This is an optimization exercise on Yosys and OpenROAD, whose aim is small area, a short achievable clock period and few clock cycles, not a production implementation.
No run shown here included a check of the RTL's function; only the layout flow was run.

==> flow/design.v (outline; a module is shown in full before it is edited, if it fits) <==
// module als_div: 765 lines
// module als_codec: 121 lines
// module als_core: 1463 lines
module als_core (
    input  wire        clk,
    input  wire        rst,           
    input  wire        cmd_valid,
    input  wire [31:0] cmd_cw,
    input  wire [31:0] cmd_opd,
    output reg         busy,
    output reg         rsp_valid,
    output reg  [2:0]  rsp_status,
    output wire [31:0] rsp_result
);
  // ...
==> flow/run.sh <==
#!/bin/bash
# synth_recipe.tcl (not shown) runs the flow's synth.tcl, then flattens the netlist and writes it again
# the make line also repeats each setting of config.mk as NAME=value (left out here)
make -C /OpenROAD-flow-scripts/flow DESIGN_CONFIG=/design/flow/config.mk WORK_HOME=/design/flow/orfs CLKGATE_MAP_FILE= SYNTH_SCRIPT=/design/flow/synth_recipe.tcl finish
==> flow/config.mk <==
export PLATFORM = sky130hd
export DESIGN_NAME = als_core
export DESIGN_NICKNAME = als_core
export VERILOG_FILES = /design/flow/design.v
export SDC_FILE = /design/flow/constraint.sdc
export NUM_CORES = 4
export LEC_CHECK = 0
export CAP_MARGIN = 20
export CORE_MARGIN = 2
export CORE_UTILIZATION = 40
export SETUP_SLACK_MARGIN = 3
export SLEW_MARGIN = 20
==> flow/constraint.sdc <==
create_clock -name core_clock -period 10.0 [get_ports {clk}]
set_input_delay 2.0000 -clock core_clock [delete_from_list [all_inputs] [get_ports {clk}]]
set_output_delay 2.0000 -clock core_clock [all_outputs]
set_load 0.01 [all_outputs]
==> run notes, run 1 <==
The effective utilization at floorplan came out at 0.406. The area after detailed placement came out at 0.0348 mm2. Of the cells placed in the final design, the portion with a size suffix greater than 1 is 0.130. The path with the worst hold slack has its endpoint at res_b16$_SDFFE_PP0P_. The multi-input gate area in the final layout came out at 0.0289 mm2. The sort of element at the end of the critical path is a flop. Yosys attributes the largest share of cell area to fa_1, ha_1, a22oi_1. The horizontal die dimension is 290 um.

The final layout contains routed wiring with a total length of about 140000 um. The number of inverters outside the clock class in the layout is 521. The flow ran to the end and the layout has no timing, DRC or antenna violations. After global routing, the most crowded layer is met2. The tightest slew margin relative to the limit is 0.259. The wire length of the first global-routing pass is 205000 um. After layout, the minimum clock period comes to 7.00 ns. Once layout is complete, the utilization of the core stands at 0.462. Registers represent a cell area share of 0.0462. The number of non-clock buffers came out at 326. The clock latency on the worst-skew pair is 0.37 ns.

The total overflow reported by the global router is 0. The detailed-route DRC error count came out at 0. The synthesis-to-layout area growth came out at 14.0%. The number of instances on the worst hold path came out at 2. The number of clock buffers in the layout came out at 9.

The worst setup slack after layout came out at about 3 ns. CTS saw 83 sinks. The number of nets at the end of the flow is 4788. Setup repair after global routing left no endpoint under its margin.

In this run the worst hold path is classified as reg2reg. The xor and xnor area share after synthesis came out at 0.106. In this run the worst setup path begins at bneg[2]$_SDFFE_PP0N_.
==> run 2: changes to the inputs <==
--- a/flow/config.mk
+++ b/flow/config.mk
@@ -6,4 +6,5 @@
 export NUM_CORES = 4
 export LEC_CHECK = 0
+export ABC_AREA = 1
 export CAP_MARGIN = 20
 export CORE_MARGIN = 2
==> run notes, run 2 <==
The run finished with no timing, DRC or antenna violations. The worst setup slack after layout is 3.12 ns (+0.116 ns).

The synthesized net count came out at ~5700. The number of global-route vias before repair is around 35000. The via count of the routed design is around 36000. Yosys mapped a number of flops with a built-in enable equal to 0. The I/O pin count is 104. The highest attainable clock frequency came out at between 0.1 and 0.15 GHz. Traced cell by cell, the critical path runs through clkdlybuf4s50_1, buf_8, clkinvlp_4, buf_4, fa_1, fa_1, fa_1, fa_1, ha_2, nand2_1, nor2_1, inv_1, nor3_1, a21oi_1, o21ai_0, xnor2_1, o21ai_0, nand2_1, nand4_1, nand2_1, inv_1. The largest single stage delay on the critical path is approximately 0.56 ns. In this run the standard cell core region covers ~0.085 mm2. The total count of max-transition violations in the final report came out at 0. The total standard cell area after synthesis is 0.0344 mm2.

The critical path is of the in2reg type. The path depth of the worst reg2reg path is 23. The cell area after layout came out at 0.0370 mm2.

For the pin with the worst max-slew slack, the measured transition is around 1.1 ns. The wire length of the first global-routing pass came out at 217000 um (+6.1%). Setup repair after global routing could not meet its margin everywhere. The count of antenna diodes in the layout came out at 0. The sequential area share after synthesis is 0.0483. The number of instances on the worst hold path came out at 2 (unchanged). The most numerous cell type found on the critical path is fa_1. The number of nets at the end of the flow came to 5703 (+19%). The tightest slew margin relative to the limit is 0.292 (+0.0337). The total overflow reported by the global router is 0 (unchanged). The detailed-route DRC error count came to 0 (unchanged). TritonCTS built the clock tree. The final setup skew came out at 0.0106 ns.

The mean area per synthesized cell is 6.80 um2. The register bank with the most flops is res_val. The non-filler instance count after layout is between 6000 and 7000. The number of endpoints failing setup at the final stage is 0. The cell sitting at the root of the clock tree is a clkbuf_16. The effective utilization at floorplan is 0.404 (-0.00155).

The initial antenna violation count was 5. The launching point of the worst reg2reg path is res_val[26]$_SDFFE_PP0P_. The port buffer count is 103.

The compound-cell area share of the yosys netlist came out at 0.171. The level count of the clock H-tree is 3. The largest net degree at the start of global routing is 66. Summed over all nets, the half-perimeter wirelength after detailed placement is 111000 um. The die is just under 300 um tall.

The top cell types in the final layout, fill and taps aside, are nand2_1, inv_1, fa_1. The worst setup path is captured at a flop. The average wire length per cell after detail routing came out at around 23 um.

The path with the worst hold slack has its endpoint at btwo[5]$_SDFFE_PP0N_. The simple-gate area share of the yosys netlist came out at 0.234. For this run, the leading register cell type out of synthesis is dfxtp_1.

The largest registers in the layout are res_val: 32 flops, acc_hi: 11 flops. The row count is approximately 110. After synthesis, the largest family of logic cells by area is adder cells.

Data arrives at the worst endpoint at 7.16 ns. The fraction of registers with async set or reset after synthesis came out at 0.

The share of the core filled with cells came to 0.435 (-0.0276). The netlist uses 74 different library cells. The number of clock sinks is 83 (unchanged).

The final critical-path required period was 6.88 ns (-0.116 ns). In the routed layout, each cell is associated on average with a via count of 5.78. The wire length reported by the detailed router is 143000 um (+5.3%). The die covers 0.0884 mm2. Of the post-synthesis cell area, the dominant cell type holds 0.240. For this run, the detailed router's first-pass iteration total came to 6. The xor and xnor area share after synthesis came to 0.0874 (-0.0184). In this run the worst path has a maximum fanout of 13. Before CTS, the worst setup slack after placement is 2.53 ns. The area growth from synthesis to layout is 7.56%. For the worst setup path, the data required time is 10.28 ns.

The horizontal die dimension is 297 um (+2.4%). After synthesis, the most frequently instantiated cells are nand2_1, inv_1, fa_1. In the finished design, the share of the clock period the worst path needs comes to 0.688. After filler insertion, the fill cell instance count of the layout stands at 9044. The global routing usage summed across all routing layers came out at 0.320. The flip-flop count of the largest register after layout came out at 32.

The worst flop-to-flop path endpoint is res_val[18]$_SDFFE_PP0P_. The buffer depth of the longest clock path came out at 2.

The final weighted congestion in routability-driven placement came out at 1.03. The biggest area contributor in the post-synthesis netlist is fa_1. The max-capacitance violation count came out at 0. The cell count after synthesis came out at 5056. The worst-case register-to-register setup slack came out at about 3.3 ns. Sorting the synthesized cells by area gives the leading types as fa_1, nand2_1, inv_1.

The worst setup path is launched from a primary input. The violation count after the first detailed-route iteration is about 4100. The clock latency on the worst-skew pair was 0.38 ns (about the same). Leaving out fill and tap cells, the most frequent cell in the layout is nand2_1. The number of nets still failing antenna checks after routing is 0. The flop and latch count out of synthesis came out at 83. The mux share of post-synthesis cell area is 0.00582. For this run, the number of Yosys warnings is 3.

The fraction of final layout cells with drive strength greater than 1 is 0.0709 (-0.0589). The area after detailed placement is 0.0365 mm2 (+4.9%). The number of CTS-inserted buffers is 9. The number of cells in the design after placement came out at 6136. The share of synthesized cell area in full adder, half adder and majority cells is 0.316.

In this run the worst hold path is classified as reg2reg. The cell with the most instances after synthesis is nand2_1. The count of endpoints failing hold in the final timing report is 0. The slowest stage of the critical path belongs to the cell fa_1.

The hold path startpoint is btwo[5]$_SDFFE_PP0N_. The register clock-pin slew on the reported worst setup and hold paths is around 0.070 ns. The setup TNS is 0 ns.
run 2: changes by cell type after synthesis, moves of 51 or more:
cell	delta
inv_1	+393
clkbuf_1	-104
a22oi_1	-336
nand3_1	+234
mux2i_1	-51
nand2_1	+728
o21ai_1	+61
o22ai_1	+320
xnor2_1	-185
xor2_1	+131
run 2: layout make-up:
cell class	count	area, um2	share of cell area
flip-flops and latches	83	1670	0.0451
repair buffers	198	1810	0.0488
clock inverters	5	60.1	0.00162
inverters	980	3720	0.101
well taps	1144	1430	0.0387
clock buffers	11	243	0.00656
multi-input cells	3742	28100	0.759
run 2: what timing repair did:
action                     in CTS  in global routing
hold endpoints to repair        0                  0
buffers inserted                2                  8
pin swaps                       0                  0
hold buffers                    0                  0
resized for setup               1                 43
setup endpoints to repair       3                 44
run 2: worst max-delay path by stage:
stage,start,to
6_report,cmd_opd[10],res_val[19]$_SDFFE_PP0P_
2_1_floorplan,cmd_opd[14],res_val[25]$_SDFFE_PP0P_
4_1_cts,cmd_opd[13],res_val[13]$_SDFFE_PP0P_
5_1_grt,cmd_opd[10],res_val[30]$_SDFFE_PP0P_
3_5_place_dp,cmd_opd[6],res_val[29]$_SDFFE_PP0P_
3_3_place_gp,cmd_opd[6],res_val[29]$_SDFFE_PP0P_
run 2: worst max-delay path, delay by kind of cell:
kind	cells	cell delay (ns)
adder cells (fa/ha/maj)	5	2.34
buffers and inverters	6	1.22
AND/OR/NAND/NOR	6	0.90
AO/OA/AOI/OAI	3	0.56
XOR/XNOR	1	0.14
run 2: stage by stage:
step,hold slack (ns)
after global placement,0.460
after global routing,0.491
after CTS,0.475
final,0.471
after detailed placement,0.463
after floorplan,0.441
run 2: per-layer routing:
layer,share of wire,wire length [um],global-route usage
met5,0.00036,51,0
met4,0.030,4350,0.0964
met3,0.11,15600,0.0679
met2,0.43,61800,0.485
met1,0.43,61600,0.454
run 2: logic make-up after synthesis:
family | count (synthesis)
simple gates | 1775
fa+ha+maj | 622
compound gates | 984
buf+inv | 1231
flops | 83
xor+xnor | 341
mux | 20
==> run 3: changes to the inputs <==
--- a/flow/config.mk
+++ b/flow/config.mk
@@ -6,8 +6,7 @@
 export NUM_CORES = 4
 export LEC_CHECK = 0
-export ABC_AREA = 1
 export CAP_MARGIN = 20
 export CORE_MARGIN = 2
 export CORE_UTILIZATION = 40
-export SETUP_SLACK_MARGIN = 3
+export SETUP_SLACK_MARGIN = 2.5
 export SLEW_MARGIN = 20
==> run notes, run 3 <==
The portion of synthesized cell area occupied by the leading cell type is 0.252 (+0.0119). The final setup skew came out at 0.0121 ns (+0.00154 ns). The count of flip-flops with a built-in enable after synthesis came to 0 (unchanged). The horizontal die dimension is 290 um (-2.4%). The top cell types in the final layout, fill and taps aside, are inv_1, fa_1, a22oi_1. The category of the worst setup path launch point is a primary input. The clock latency on the worst-skew pair came out at 0.37 ns (about the same). The count of endpoints failing hold in the final timing report is 0 (unchanged).

The total overflow reported by the global router came out at 0 (unchanged). After synthesis, the most frequently instantiated cells are inv_1, fa_1, a22oi_1. The tightest slew margin relative to the limit came out at 0.221 (-0.0716). The largest net degree at the start of global routing was 65 (-1.5%). The initial antenna violation count came out at 1 (-4). The core outline area was 0.0808 mm2 (-5.1%). The class of the most critical hold timing path is reg2reg. The number of cells in the design after placement was 5036 (-18%).

The port buffer count was 103 (unchanged). The critical path's largest stage delay was 0.54 ns (-0.02 ns). The number of clock sinks came to 83 (unchanged). The maximum fanout along the worst path came out at 20 (+7).

The largest registers in the layout are res_val: 32 flops, acc_hi: 11 flops. The total standard cell area after synthesis is 0.0328 mm2 (-4.7%). The average wire length per cell after detail routing is 26.1 um (+12%).

The level count of the clock H-tree is 3 (unchanged). The fraction of final layout cells with drive strength greater than 1 was 0.0925 (+0.0216). The number of nets still failing antenna checks after routing is 0 (unchanged). The half-perimeter wire length after placement is 97700 um (-12%). By area the synthesized netlist is led by fa_1, ha_1, a22oi_1.

The number of global-route vias before repair came out at 31753 (-8.3%). The violation count after the first detailed-route iteration is 3814 (-7.9%). The most common cell in the synthesized netlist is inv_1. The sequential area share after synthesis is 0.0507 (+0.00240). The mean area per synthesized cell was 8.01 um2 (+18%). The flop and latch count out of synthesis came out at 83 (unchanged). The via count of the routed design is 32173 (-9.6%). The worst setup path is captured at a flop.

The final weighted congestion in routability-driven placement is 0.978 (-5.1%). The buffer depth of the longest clock path is 2 (unchanged). The required time at the endpoint of the critical path came out at 10.23 ns (-0.05 ns). The synthesized net count came out at 4782 (-17%). The max-capacitance violation count is 0 (unchanged).

TritonCTS built the clock tree. The non-filler instance count after layout came out at 5094 (-17%). The final critical-path required period is 7.38 ns (+0.497 ns).

The flip-flop count of the largest register after layout came out at 32 (unchanged). The worst setup slack after layout came to 2.62 ns (-0.497 ns). The post-place setup slack came to 1.48 ns (-1.05 ns). The library cell used most frequently in the layout, excluding fill and tap cells, is inv_1. The number of endpoints failing setup at the final stage came to 0 (unchanged). The signal on the critical path passes through clkdlybuf4s50_1, buf_8, clkinv_1, buf_6, fa_1, fa_1, ha_4, a21o_1, or3_4, o211ai_4, a311oi_2, nor3_4, and2_2, mux2i_1, o2bb2ai_1, o311ai_1, buf_4, inv_1, ha_1, mux2i_1, nor2_1. The number of nets at the end of the flow was 4717 (-17%). res_val holds more flip-flops than any other register. The die boundary height was 290 um (-2.4%). The effective utilization at floorplan is 0.406 (+0.00155).

The setup TNS was 0 ns (unchanged). The number of buffers inserted by hold repair at cts came out at 0 (unchanged). The first-pass iteration count of the detailed router is 7 (+1).

The synthesis-to-layout area growth is 9.71%. The standard cell with the maximum stage delay on the critical path is fa_1. The dominant synthesized flop cell is dfxtp_1. The run finished with no timing, DRC or antenna violations. The row count came out at 104 (-2.8%). The register clock-pin slew on the reported worst setup and hold paths is 0.07 ns (about the same). The critical path in this run is classified as in2reg. The wire length of the first global-routing pass was 202000 um (-7.3%). The number of fillers in the final layout came out at 8117 (-10%). Setup repair after global routing could not meet its margin everywhere.

The tree is rooted in a clkbuf_16. The global routing usage summed across all routing layers came to 0.309 (-0.0108). The slew at the pin closest to its max-slew limit came out at 1.16 ns (+0.104 ns).

The share of the cycle needed by the critical path after routing came out at 0.738 (+0.0497). The cell count after synthesis came out at 4093 (-19%). The cell area after layout came out at 0.0360 mm2 (-2.8%). The wire length reported by the detailed router came to 133000 um (-7.1%). The average via count per standard cell is 6.32 (+9.4%). The tightest hold margin is 0.469 ns (-0.00212 ns). The detailed-route DRC error count came out at 0 (unchanged). The critical path arrival came out at 7.61 ns (+0.45 ns). The fraction of registers with async set or reset after synthesis was 0 (unchanged). The I/O pin count is 104 (unchanged). The area after detailed placement came to 0.0347 mm2 (-4.7%).

The die footprint is 0.0843 mm2 (-4.7%). The number of different library cells in the post-synthesis netlist came out at 96 (+30%). The total count of max-transition violations in the final report came to 0 (unchanged). The share of the core filled with cells is 0.445 (+0.0104). The highest attainable clock frequency came out at 0.136 GHz (-6.7%). The number of warnings printed during yosys synthesis came out at 3 (unchanged).

The number of CTS-inserted buffers came out at 9 (unchanged). The largest area contributor in the netlist is fa_1.
[run 3: cell count changes in the layout (fill, tap and decap cells not counted), moves of 40 or more]
| cell | previous run | this run |
|---|---|---|
| o21ai_1 | 69 | 10 |
| a22oi_1 | 12 | 346 |
| xnor2_1 | 17 | 197 |
| buf_4 | 87 | 140 |
| a21o_1 | 13 | 63 |
| inv_1 | 901 | 504 |
| nand2_1 | 958 | 232 |
| o22ai_1 | 346 | 26 |
| nor2b_1 | 0 | 40 |
| mux2i_1 | 20 | 67 |
| nand3_1 | 303 | 68 |
| xor2_1 | 323 | 188 |
[run 3: logic make-up (layout without fill, tap and decap cells)]
logic type,count (synthesis),count (layout),synth area share
XOR/XNOR,395,395,0.106
other,0,1,0
AND/OR/NAND/NOR,824,824,0.118
AO/OA/AOI/OAI,1207,1207,0.255
multiplexers,110,110,0.0399
buffers and inverters,852,792,0.0985
flip-flops,83,83,0.0507
adder cells (fa/ha/maj),622,622,0.332
[run 3: what timing repair did]
action,CTS,global route
cloned,0,2
resized for setup,38,96
setup buffers,17,22
setup endpoints to repair,37,54
pin swaps,0,11
[run 3: worst paths after layout]
| path | from | end | slack [ns] | cells after the start |
|---|---|---|---|---|
| worst max register to register | res_val[23]$_SDFFE_PP0P_ | res_val[25]$_SDFFE_PP0P_ | 2.75 | 21 |
| worst max-delay path | cmd_opd[14] | bone[3]$_SDFFE_PP0N_ | 2.62 | 21 |
| worst min-delay path | rsp_status[1]$_SDFFE_PP0P_ | rsp_status[1]$_SDFFE_PP0P_ | 0.47 | 2 |
| worst min register to register | rsp_status[1]$_SDFFE_PP0P_ | rsp_status[1]$_SDFFE_PP0P_ | 0.47 | 2 |
[run 3: area by class of cell]
class | instances | area, um2 | share of cell area
multi-input combinational | 3158 | 28300 | 0.787
antenna | 1 | 2.50 | 0.0000696
timing repair buffer | 256 | 2310 | 0.0642
tap | 1060 | 1330 | 0.0369
clock inverter | 6 | 72.6 | 0.00202
sequential | 83 | 1720 | 0.0477
clock buffer | 10 | 250 | 0.00696
inverter | 520 | 1990 | 0.0554
[run 3: critical path: cells and delay by family]
| kind | cells | cell delay, ns |
|---|---|---|
| AO/OA/AOI/OAI | 5 | 1.17 |
| adder cells (fa/ha/maj) | 4 | 1.54 |
| buffers and inverters | 6 | 1.34 |
| multiplexers | 2 | 0.48 |
| AND/OR/NAND/NOR | 4 | 1.06 |
[run 3: per-layer routing]
metal	vias up	part of all wire	GRT usage
met1	15839	0.40	0.416
li1	14020	-	-
met4	0	0.043	0.115
met3	319	0.11	0.0570
met2	1995	0.45	0.493
met5	-	0	0
==> run 4: changes to the inputs <==
--- a/flow/config.mk
+++ b/flow/config.mk
@@ -9,4 +9,4 @@
 export CORE_MARGIN = 2
 export CORE_UTILIZATION = 40
-export SETUP_SLACK_MARGIN = 2.5
+export SETUP_SLACK_MARGIN = 3.5
 export SLEW_MARGIN = 20
==> run notes, run 4 <==
The flow ran to the end and the layout has no timing, DRC or antenna violations. STA classifies the critical path startpoint as a primary input. The path depth of the worst reg2reg path came out at 23 (+9.5%).

The final weighted congestion in routability-driven placement is 0.965 (-1.4%). The register bank with the most flops is res_val. In this run the worst setup path begins at cmd_opd[14]. The number of endpoints failing setup at the final stage is 0 (unchanged).

The number of nets still failing antenna checks after routing came out at 0 (unchanged). The synthesis-to-layout area growth is 20.6%.

The row count was 104 (unchanged). The worst setup path is captured at a flop. The effective utilization at floorplan is 0.406 (unchanged).

The wire length reported by the detailed router is 142000 um (+6.6%). After synthesis, the most frequently instantiated cells are inv_1, fa_1, a22oi_1. The fraction of final layout cells with drive strength greater than 1 came out at 0.187 (+0.0944). The CTS tree is done.

The number of fillers in the final layout is 7866 (-3.1%). The number of different library cells in the post-synthesis netlist was 96 (unchanged). The die footprint is 0.0843 mm2 (unchanged). The final setup skew came out at 0.0147 ns (+0.00261 ns).

The number of warnings printed during yosys synthesis came out at 3 (unchanged). Leaving out fill and tap cells, the most frequent cells in the layout are inv_1, fa_1, a22oi_1. The buffer depth of the longest clock path came out at 2 (unchanged). The fraction of registers with async set or reset after synthesis is 0 (unchanged). The detailed-route DRC error count was 0 (unchanged). The cell repeated most along the worst path is fa_1. The sequential area share after synthesis is 0.0507 (unchanged). The number of buffers inserted by hold repair at cts came out at 0 (unchanged).

The class of the most critical hold timing path is reg2reg. The share of the cycle needed by the critical path after routing was 0.665 (-0.0726). The slew at the pin closest to its max-slew limit is 1.13 ns (-0.0363 ns).

The highest attainable clock frequency came out at 0.150 GHz (+11%). The total standard cell area after synthesis came out at 0.0328 mm2 (unchanged). In this run the worst setup path terminates at btwo[2]$_SDFFE_PP0N_. The worst flop-to-flop path endpoint is res_val[25]$_SDFFE_PP0P_.

The register clock-pin slew on the reported worst setup and hold paths came out at 0.07 ns (about the same). The die boundary height is 290 um (unchanged). Leaving out fill and tap cells, the most frequent cell in the layout is inv_1. The flop and latch count out of synthesis came to 83 (unchanged). The share of the core filled with cells came to 0.489 (+0.0442). The worst-case register-to-register setup slack is 3.49 ns (+0.74 ns). The final critical-path required period came out at 6.65 ns (-0.726 ns). The total overflow reported by the global router came to 0 (unchanged). The synthesized net count came out at 4782 (unchanged). The critical path in this run is classified as in2reg. The portion of synthesized cell area occupied by the leading cell type came to 0.252 (unchanged). The launching point of the worst reg2reg path is res_val[22]$_SDFFE_PP0P_. The maximum fanout along the worst path is 11 (-45%).

The average wire length per cell after detail routing is 27.0 um (+3.2%). Traced cell by cell, the critical path runs through buf_2, clkinv_4, buf_12, fa_1, fa_1, ha_4, a21o_1, or3_4, o2111ai_2, o211ai_1, buf_4, xor2_4, mux2_4, mux4_2, nand2_1, a21oi_1, a311o_1, or3_1, a311oi_2. The required time at the endpoint of the critical path came to 10.27 ns (+0.04 ns).

The horizontal die dimension was 290 um (unchanged). The critical path arrival came out at 6.92 ns (-0.69 ns). The core outline area came out at 0.0808 mm2 (unchanged).

The level count of the clock H-tree is 3 (unchanged). The wire length of the first global-routing pass came out at 211000 um (+4.6%). The largest net degree at the start of global routing came to 53 (-18%).

The critical path's largest stage delay is 0.63 ns (+0.09 ns). In the post-synthesis netlist, the cell with the most instances is inv_1.

Yosys attributes the largest share of cell area to fa_1, ha_1, a22oi_1. The cell count after synthesis came out at 4093 (unchanged). The tightest hold margin is 0.461 ns (-0.00742 ns). The global routing usage summed across all routing layers came out at 0.326 (+0.0170). The average via count per standard cell is 6.36 (+0.63%). Among all flip-flop cells after synthesis, the most frequent one is dfxtp_1. Setup repair after global routing could not meet its margin everywhere. The number of clock sinks is 83 (unchanged). The max-capacitance violation count came out at 0 (unchanged). The tightest slew margin relative to the limit came out at 0.242 (+0.0213). The largest area contributor in the netlist is fa_1.

The mean area per synthesized cell came out at 8.01 um2 (unchanged). The I/O pin count came out at 104 (unchanged).

The tree is rooted in a clkbuf_16. The flip-flop count of the largest register after layout came out at 32 (unchanged). The first-pass iteration count of the detailed router is 9 (+2). The total count of max-transition violations in the final report is 0 (unchanged).

The half-perimeter wire length after placement was 99300 um (+1.6%). The port buffer count was 103 (unchanged). The count of flip-flops with a built-in enable after synthesis is 0 (unchanged). The number of nets at the end of the flow is 4885 (+3.6%). The count of endpoints failing hold in the final timing report came to 0 (unchanged). The standard cell with the maximum stage delay on the critical path is fa_1. In the final layout, the registers with the most flip-flops are res_val: 32 flops, acc_hi: 11 flops.

The violation count after the first detailed-route iteration came out at 4052 (+6.2%). The clock latency on the worst-skew pair is 0.37 ns (about the same). The number of CTS-inserted buffers was 9 (unchanged). The number of instances on the worst hold path came out at 2 (unchanged). The number of global-route vias before repair came out at 32648 (+2.8%).

The via count of the routed design came to 33449 (+4.0%). The initial antenna violation count came to 3 (+2). The setup TNS is 0 ns (unchanged).
## run 4: cell counts after synthesis
No cell type changed its count.
## run 4: cell type report
| type | count | area, um2 | share of cell area |
|---|---|---|---|
| multi-input combinational | 3158 | 29900 | 0.755 |
| timing repair buffer | 423 | 4180 | 0.106 |
| inverter | 520 | 2040 | 0.0516 |
| sequential | 83 | 1800 | 0.0456 |
| tap | 1060 | 1330 | 0.0335 |
| clock buffer | 10 | 239 | 0.00605 |
| clock inverter | 6 | 71.3 | 0.00180 |
| timing repair inverter | 1 | 8.76 | 0.000222 |
| antenna | 2 | 5.00 | 0.000127 |
## run 4: metrics by stage
stage | setup WS [ns] | cell area, um2 | std cells
after floorplan | 3.35 | 33200 | 4093
after detailed placement | 1.59 | 35000 | 5030
after global placement | 1.60 | 35000 | 5030
after CTS | 3.37 | 38000 | 5192
after global routing | 3.19 | 39500 | 5261
final | 3.35 | 39500 | 5263
## run 4: worst min-delay path by stage
stage	start	end	slack, ns
2_1_floorplan	res_b16$_SDFFE_PP0P_	res_b16$_SDFFE_PP0P_	0.44
3_3_place_gp	res_b16$_SDFFE_PP0P_	res_b16$_SDFFE_PP0P_	0.45
3_5_place_dp	res_b16$_SDFFE_PP0P_	res_b16$_SDFFE_PP0P_	0.45
4_1_cts	res_b16$_SDFFE_PP0P_	res_b16$_SDFFE_PP0P_	0.46
5_1_grt	res_b16$_SDFFE_PP0P_	res_b16$_SDFFE_PP0P_	0.48
6_report	res_b16$_SDFFE_PP0P_	res_b16$_SDFFE_PP0P_	0.46
## run 4: cell families (layout without fill, tap and decap cells)
group / count (synthesis) / in the layout / synth area share
other cells: 0 / 2 / 0
mux: 110 / 110 / 0.0399
buf+inv: 852 / 960 / 0.0985
fa+ha+maj: 622 / 622 / 0.332
xor+xnor: 395 / 395 / 0.106
flops: 83 / 83 / 0.0507
compound gates: 1207 / 1207 / 0.255
simple gates: 824 / 824 / 0.118
## run 4: layer usage
| layer | global-route usage | up-vias | routed length (um) |
|---|---|---|---|
| met4 | 0.172 | 2 | 8690 |
| li1 | - | 14368 | - |
| met5 | 0 | - | 16 |
| met2 | 0.511 | 2067 | 63500 |
| met3 | 0.0538 | 450 | 14500 |
| met1 | 0.431 | 16562 | 55200 |
## run 4: critical path: cells and delay by family
kind / cells / cell delay (ns)
AND/OR/NAND/NOR: 3 / 0.86
multiplexers: 2 / 0.76
buffers and inverters: 4 / 0.63
AO/OA/AOI/OAI: 6 / 1.17
adder cells (fa/ha/maj): 3 / 1.33
XOR/XNOR: 1 / 0.15
## run 4: what timing repair did
item                       CTS  global route
setup endpoints to repair   69            61
pin swaps                   81            97
gates resized for setup    394           224
gates cloned                 7             1
setup buffers              139            68

==> port drivers added, routing unchanged <==
How much do the figures lean on ideal ports? The routed layouts below were timed once more, with nothing changed but the port constraints.
Step 1 (the two cells are an assumption about what drives the block):
set clk [get_ports {clk}]
set_driving_cell -lib_cell sky130_fd_sc_hd__clkbuf_16 $clk
set_driving_cell -lib_cell sky130_fd_sc_hd__buf_2 [delete_from_list [all_inputs] $clk]
Step 2 adds t to the input delays and takes it off the output delays; t is the mean of the earliest and latest rising clock arrival at the registers after step 1. Input paths then give back, and output paths get back, about the clock's delay inside the block.
Three values: ideal, step 1, step 2; two values: the first two.
run | t (ns) | setup WS [ns] | worst hold slack (ns) | worst data-port slew with drivers (ns)
run 1 | 0.423 | 3.003 / 3.003 / 2.690 | 0.459 / 0.459 / 0.459 | 0.05
run 2 | 0.434 | 3.119 / 3.147 / 2.713 | 0.471 / 0.471 / 0.471 | 0.09
run 3 | 0.419 | 2.622 / 2.659 / 2.240 | 0.469 / 0.469 / 0.469 | 0.05
run 4 | 0.421 | 3.348 / 3.362 / 2.940 | 0.461 / 0.461 / 0.461 | 0.06
After both steps setup and hold are still met in every run listed. For run 4, which loses most, drivers alone change the setup slack by +0.014 ns; drivers and shift together by -0.408 ns.
